Context: an optimization exercise on an open-source flow, tuned for small area, a short achievable clock period and few clock cycles. The choices shown serve that exercise and are no tape-out recipe. Function was checked by simulation only, so behaviour that the tests miss may differ from the original. Power is estimated from default activity; no workload was simulated.

==> design/flow/design.v <==
module crc_memchk (
    input  wire        clk,
    input  wire        rst,            
    input  wire        cmd_valid,
    output wire        cmd_ready,
    input  wire [31:0] cmd_word,
    input  wire [31:0] cmd_addr,
    input  wire [31:0] cmd_len,
    input  wire [31:0] cmd_ref,
    output wire        mem_req,
    output wire        mem_space,      
    output wire [31:0] mem_addr,
    input  wire        mem_gnt,
    input  wire        mem_rvalid,
    input  wire [15:0] mem_rdata,
    output reg         rsp_valid,
    output reg         rsp_err,
    output reg         rsp_mismatch,
    output reg  [31:0] rsp_result,
    output reg         crc_fault
);
    localparam [32:0] CODE_SIZE = 33'h0_0000_8000;
    localparam [32:0] NVD_SIZE  = 33'h0_0000_0800;
    localparam [2:0] S_IDLE   = 3'd0,
                     S_REQ    = 3'd1,
                     S_WAIT   = 3'd2,
                     S_BYTE0  = 3'd3,
                     S_BYTE1  = 3'd4,
                     S_FINISH = 3'd5;
    reg  [2:0]  state;
    reg         sp;           
    reg         w32;          
    reg         chk;          
    reg  [31:0] addr;
    reg  [31:0] remain;
    reg  [31:0] ref_val;
    reg  [31:0] crc;
    reg  [15:0] data;
    wire [7:0]  op       = cmd_word[7:0];
    wire        op_known = (op == 8'h01) || (op == 8'h02) ||
                           (op == 8'h11) || (op == 8'h12);
    wire        word_ok  = op_known && (cmd_word[31:9] == 23'd0);
    wire        cmd_sp   = cmd_word[8];
    wire [32:0] cmd_end  = {1'b0, cmd_addr} + {1'b0, cmd_len};
    wire        range_ok = cmd_sp ? (cmd_end <= NVD_SIZE)
                                  : (!cmd_addr[0] && !cmd_len[0] && (cmd_end <= CODE_SIZE));
    wire        cmd_ok   = word_ok && range_ok;
    assign cmd_ready = (state == S_IDLE);
    wire   cmd_fire  = cmd_valid && cmd_ready;
    reg  [7:0]  crc_in;
    reg  [31:0] crc_next;
    integer     i;
    always @* begin
        crc_in = (state == S_BYTE1) ? data[15:8] : data[7:0];
        if (w32) begin
            crc_next = crc ^ {24'd0, crc_in};
            for (i = 0; i < 8; i = i + 1)
                crc_next = crc_next[0] ? ((crc_next >> 1) ^ 32'hEDB88320) : (crc_next >> 1);
        end else begin
            crc_next = {16'd0, crc[15:0] ^ {crc_in, 8'd0}};
            for (i = 0; i < 8; i = i + 1)
                crc_next = crc_next[15] ? {16'd0, crc_next[14:0], 1'b0} ^ 32'h00001021
                                        : {16'd0, crc_next[14:0], 1'b0};
        end
    end
    wire [31:0] crc_final = w32 ? ~crc : {16'd0, crc[15:0]};
    assign mem_req   = (state == S_REQ);
    assign mem_space = sp;
    assign mem_addr  = addr;
    always @(posedge clk) begin
        if (rst) begin
            state        <= S_IDLE;
            rsp_valid    <= 1'b0;
            rsp_err      <= 1'b0;
            rsp_mismatch <= 1'b0;
            rsp_result   <= 32'd0;
            crc_fault    <= 1'b0;
        end else begin
            rsp_valid <= 1'b0;
            case (state)
                S_IDLE: begin
                    if (cmd_fire) begin
                        if (!cmd_ok) begin
                            rsp_valid    <= 1'b1;
                            rsp_err      <= 1'b1;
                            rsp_mismatch <= 1'b0;
                            rsp_result   <= 32'd0;
                        end else begin
                            sp      <= cmd_sp;
                            w32     <= op[1];
                            chk     <= op[4];
                            addr    <= cmd_addr;
                            remain  <= cmd_len;
                            ref_val <= cmd_ref;
                            crc     <= op[1] ? 32'hFFFFFFFF : 32'h00000000;
                            state   <= (cmd_len == 32'd0) ? S_FINISH : S_REQ;
                        end
                    end
                end
                S_REQ: begin
                    if (mem_gnt)
                        state <= S_WAIT;
                end
                S_WAIT: begin
                    if (mem_rvalid) begin
                        data  <= mem_rdata;
                        state <= S_BYTE0;
                    end
                end
                S_BYTE0: begin
                    crc    <= crc_next;
                    remain <= remain - 32'd1;
                    if (sp) begin
                        addr  <= addr + 32'd1;
                        state <= (remain == 32'd1) ? S_FINISH : S_REQ;
                    end else begin
                        state <= S_BYTE1;
                    end
                end
                S_BYTE1: begin
                    crc    <= crc_next;
                    remain <= remain - 32'd1;
                    addr   <= addr + 32'd2;
                    state  <= (remain == 32'd1) ? S_FINISH : S_REQ;
                end
                S_FINISH: begin
                    rsp_valid    <= 1'b1;
                    rsp_err      <= 1'b0;
                    rsp_result   <= crc_final;
                    rsp_mismatch <= chk && (crc_final != ref_val);
                    if (chk && (crc_final != ref_val))
                        crc_fault <= 1'b1;
                    state        <= S_IDLE;
                end
                default: state <= S_IDLE;
            endcase
        end
    end
endmodule
==> design/flow/run.sh <==
#!/bin/bash
# synth_recipe.tcl (not shown) runs the flow's synth.tcl, then flattens the netlist and writes it again
# the make line also repeats each setting of config.mk as NAME=value (left out here)
make -C /OpenROAD-flow-scripts/flow DESIGN_CONFIG=/design/flow/config.mk WORK_HOME=/design/flow/orfs CLKGATE_MAP_FILE= SYNTH_SCRIPT=/design/flow/synth_recipe.tcl finish
==> design/flow/config.mk <==
export PLATFORM = sky130hd
export DESIGN_NAME = crc_memchk
export DESIGN_NICKNAME = crc_memchk
export VERILOG_FILES = /design/flow/design.v
export SDC_FILE = /design/flow/constraint.sdc
export NUM_CORES = 4
export LEC_CHECK = 0
export CAP_MARGIN = 20
export CORE_MARGIN = 2
export CORE_UTILIZATION = 40
export PLACE_DENSITY = 0.6
export SLEW_MARGIN = 20
==> design/flow/constraint.sdc <==
create_clock -name core_clock -period 6.0 [get_ports {clk}]
set_input_delay 1.2000 -clock core_clock [delete_from_list [all_inputs] [get_ports {clk}]]
set_output_delay 1.2000 -clock core_clock [all_outputs]
set_load 0.01 [all_outputs]
==> results.toml <==
[placed_design]
place_area_mm2 = 0.0157
port_buffers = 219
routabilityCongestion = 0.921
hpwl_um = 34700
dp_slack_ns = -0.0912
dp_cells = 2030

[floorplan]
io_pins = 220
die_area_mm2 = 0.0334
start_util_pct = 40.6
die_h_um = 183
rows = 65
coreArea_mm2 = 0.0315
die_w_um = 183

[drt]
firstDrtPassIters = 6
wl_met2_um = 20700
met1_length_um = 19100
viasPerCell = 5.92
post-route-drc-count = 0
drtIter0Drc = 1158
routed_wl_um = 44400
wl_met3_um = 3000
antenna_left = 0
vias = 12205
highest_layer = "met4"
avgRoutedWirePerCell_um = 21.5

[clock_tree]
clock_latency_ns = 0.45
cts_max_level = 4
tritoncts = "built"
cts.reportedPaths.clkPinSlew_ns = 0.07
cts_hold_buf = 0
cts_resized = 0
cts_setup_buffers = 0
cts_buffer_depth = 2
numCtsBuffers = 17
clock-root-buffer = "clkbuf_16"
cts.sinks = 186

[synthesis]
ys_seq_area_share_pct = 40.7
synth_edf_count = 147
yosys.area.top_type = "edfxtp_1"
syn-mean-instance-area_um2 = 8.95
syn_inst = 1427
ys_seq_elements = 186
synth_top_cell_area_share_pct = 34.6
synthesis.area_mm2 = 0.0128
synthesis.nets = 1614
synth_top_flop_cell = "edfxtp_1"
ys_async_sr_fraction_pct = 0
ys_types = 73
synth_area_leaders = "edfxtp_1 (35%), xnor2_1 (9.1%), dfxtp_1 (6.1%), nand2_1 (5.1%), o21ai_0 (4.7%)"
ys_warn_count = 1

[power]
powerDensity_mw_per_mm2 = 186
peakVddDrop_v = 0.000219
p_leak_nw = 5.61

[worst_hold_path]
hold_class = "reg2reg"
min_to = "rsp_err$_SDFFE_PP0P_"
hold_start = "rsp_err$_SDFFE_PP0P_"
holdPathStages = 2

[sta]
fmax_mhz = 177
drv_slew = 0
setup_viol = 0
post-route-period-util_pct = 94.4
setup_tns_ns = 0
rsz0062_at_grt = "no"
relSlewSlack_pct = 39.8
fin_crit_ns = 5.66
hold_viol_final = 0
tightest_slew_ns = 0.903
timing.hold.ws_ns = 0.455
finalWorstSetupSlack_ns = 0.336
clock_skew_ns = 0.0136

[finish]
final_cells = 2062
design_area_mm2 = 0.0163
drive_above_1_share_pct = 6.51
nets = 1834
fillers = 2906
diodes = 0
syn_to_final_growth_pct = 27.6

[worst_setup_path]
crit_path_top_delay_cell = "clkdlybuf4s50_1"
path_buf_inv = 5
critPathKind = "in2reg"
cp_max_fo = 30
slowest_delay_ns = 0.58
rr_startpoint = "state[1]$_SDFFE_PP0P_"
critPathCaptureType = "flip-flop"
worstPathRequired_ns = 6.14
critPathArrivalTime_ns = 5.80
reg2reg_setup_slack_ns = 2.02
start_kind = "input pin"
rr_worst_depth = 10
crit_chain = "clkdlybuf4s50_1, ha_1, inv_1, fa_1, nand2b_1, a211oi_4, o21ai_2, a2111o_1, a211oi_2, a311oi_1, or4_1, a2111o_1, or3b_1, buf_4, buf_4, nor2_4, buf_12"
crit_family = "compound AO/OA/AOI/OAI gates"
r2r_end = "crc[23]$_DFFE_PP_"

[grt]
grt_pass1_wl_um = 68600
grt_overflow = 0
antenna_found_initial = 0
grt_usage_pct = 26.8
grt_max_degree = 60
grt_pass1_vias = 11881

[outcome]
status = "finished clean"

[job]
cap_violations = 0
## cell type report
class,instances,area [µm²],share of cell area [%]
sequential,186,5190,31.9
timing repair buffer,278,2690,16.5
inverter,38,143,0.876
clock buffer,17,425,2.61
multi-input combinational,1126,7170,44.1
clock inverter,15,159,0.976
tap,402,503,3.09
## metrics by stage
stage | utilization (%) | power, mW
floorplan | - | 1.66
global placement | 49.9 | 1.91
detailed placement | 49.9 | 1.91
CTS | 51.7 | 3.04
global route | 51.7 | 3.14
finish | 51.7 | 3.03
## synth_stat cells (4+ instances only)
library cell and instances:
o22ai_1 49, a221o_1 13, a2111oi_0 7, mux2i_1 14, nor2_1 98, o21ai_1 5
inv_1 38, o21bai_1 6, nand3_1 31, o211ai_1 6, buf_1 5, nor2b_1 5
and4_1 10, o221ai_1 7, dfxtp_1 39, ha_1 37, and3_1 12, edfxtp_1 147
nand2b_1 4, o21ai_0 121, nand4_1 35, a21oi_1 88, clkbuf_1 64, a21o_1 13
or3_1 10, buf_2 7, or4_1 7, nand2_1 175, nor3_1 41, nor4_1 39
a22oi_1 16, a221oi_1 6, o21a_1 5, a31oi_1 10, nor3b_1 5, xnor2_1 132
and2_1 8, a211oi_1 10, xor2_1 47
## layout by cell type (no fill, tap or decap), drive strengths merged, types with 12 or more instances in the layout
master         instances
ha                    37
nor3                  41
and3                  12
clkbuf                17
mux2i                 14
a21oi                 88
inv                   44
o21ai                128
o22ai                 49
xor2                  47
nor4                  39
clkdlybuf4s50        219
dfxtp                 39
xnor2                134
nand3                 31
a22oi                 16
nand4                 35
a21o                  13
edfxtp               147
a221o                 13
a211oi                13
nand2                176
buf                   59
nor2                  99
## power breakdown
group | switching [mW] | leakage, nW | internal [mW]
registers | 0.000579 | 1.63 | 1.39
logic | 0.270 | 3.69 | 0.229
clock network | 0.552 | 0.282 | 0.589
## how the worst max path moves through the flow
| stage | startpoint | endpoint | slack, ns | depth (start not counted) |
|---|---|---|---|---|
| after floorplan | cmd_addr[0] | crc[0]$_DFFE_PP_ | 0.08 | 14 |
| after global placement | cmd_len[0] | ref_val[27]$_DFFE_PP_ | -0.06 | 17 |
| after detailed placement | cmd_addr[0] | ref_val[23]$_DFFE_PP_ | -0.09 | 17 |
| after CTS | cmd_addr[0] | ref_val[13]$_DFFE_PP_ | 0.37 | 17 |
| after global routing | cmd_len[0] | ref_val[3]$_DFFE_PP_ | 0.19 | 17 |
| final | cmd_len[0] | ref_val[23]$_DFFE_PP_ | 0.34 | 17 |
## per-layer routing
layer  track usage (%)  vias up
li1                  -     5769
met1              35.8     5844
met2              43.6      505
met3              4.33       87
met4              10.7        0
met5                 0        -
## sequential cells by signal, indices dropped and copies added (netlist names)
register	cells
remain	32
w32	1
crc	32
rsp_valid	1
data	16
crc_fault	1
chk	1
state	3
ref_val	32
rsp_mismatch	1
rsp_result	32
addr	32
rsp_err	1
sp	1
## kinds of logic after synthesis
logic type,Yosys count,synth area share (%)
flip-flops,186,40.7
adder cells (fa/ha/maj),38,3.78
multiplexers,14,1.10
AND/OR/NAND/NOR,495,18.7
AO/OA/AOI/OAI,398,19.7
buffers and inverters,115,3.48
XOR/XNOR,181,12.5
## worst min-delay path, cell delays in order, from the launching register on
cell and delay, ns:
dfxtp_1 0.33, nand2_1 0.04, o21ai_0 0.06
Testbench counts, summed over its fixed seeds: cycles 169,691.

-- afterwards: timing with drivers on the ports --
How much do the figures lean on ideal ports? The routed layout below was timed once more, with nothing changed but the port constraints.
Step 1, drivers: a clkbuf_16 drives clk and a buf_2 each remaining input, both assumed.
Step 2 also shifts input and output timing later by t, the mid clock arrival at the registers, as if the neighbouring blocks saw the same clock.
Slacks: no drivers / after step 1 / after step 2; pairs: no drivers / after step 1.
t (ns): 0.491
slack for setup (ns): 0.336 / 0.358 / -0.134
hold WS [ns]: 0.455 / 0.456 / 0.456
clock arrival spread, ns: 0.015 / 0.015
slew at the worst register clock pin (ns): 0.08 / 0.08
Met with ideal ports but missed after step 2: setup timing in this run. For this run, drivers alone change the setup slack by +0.022 ns; drivers and shift together by -0.470 ns.
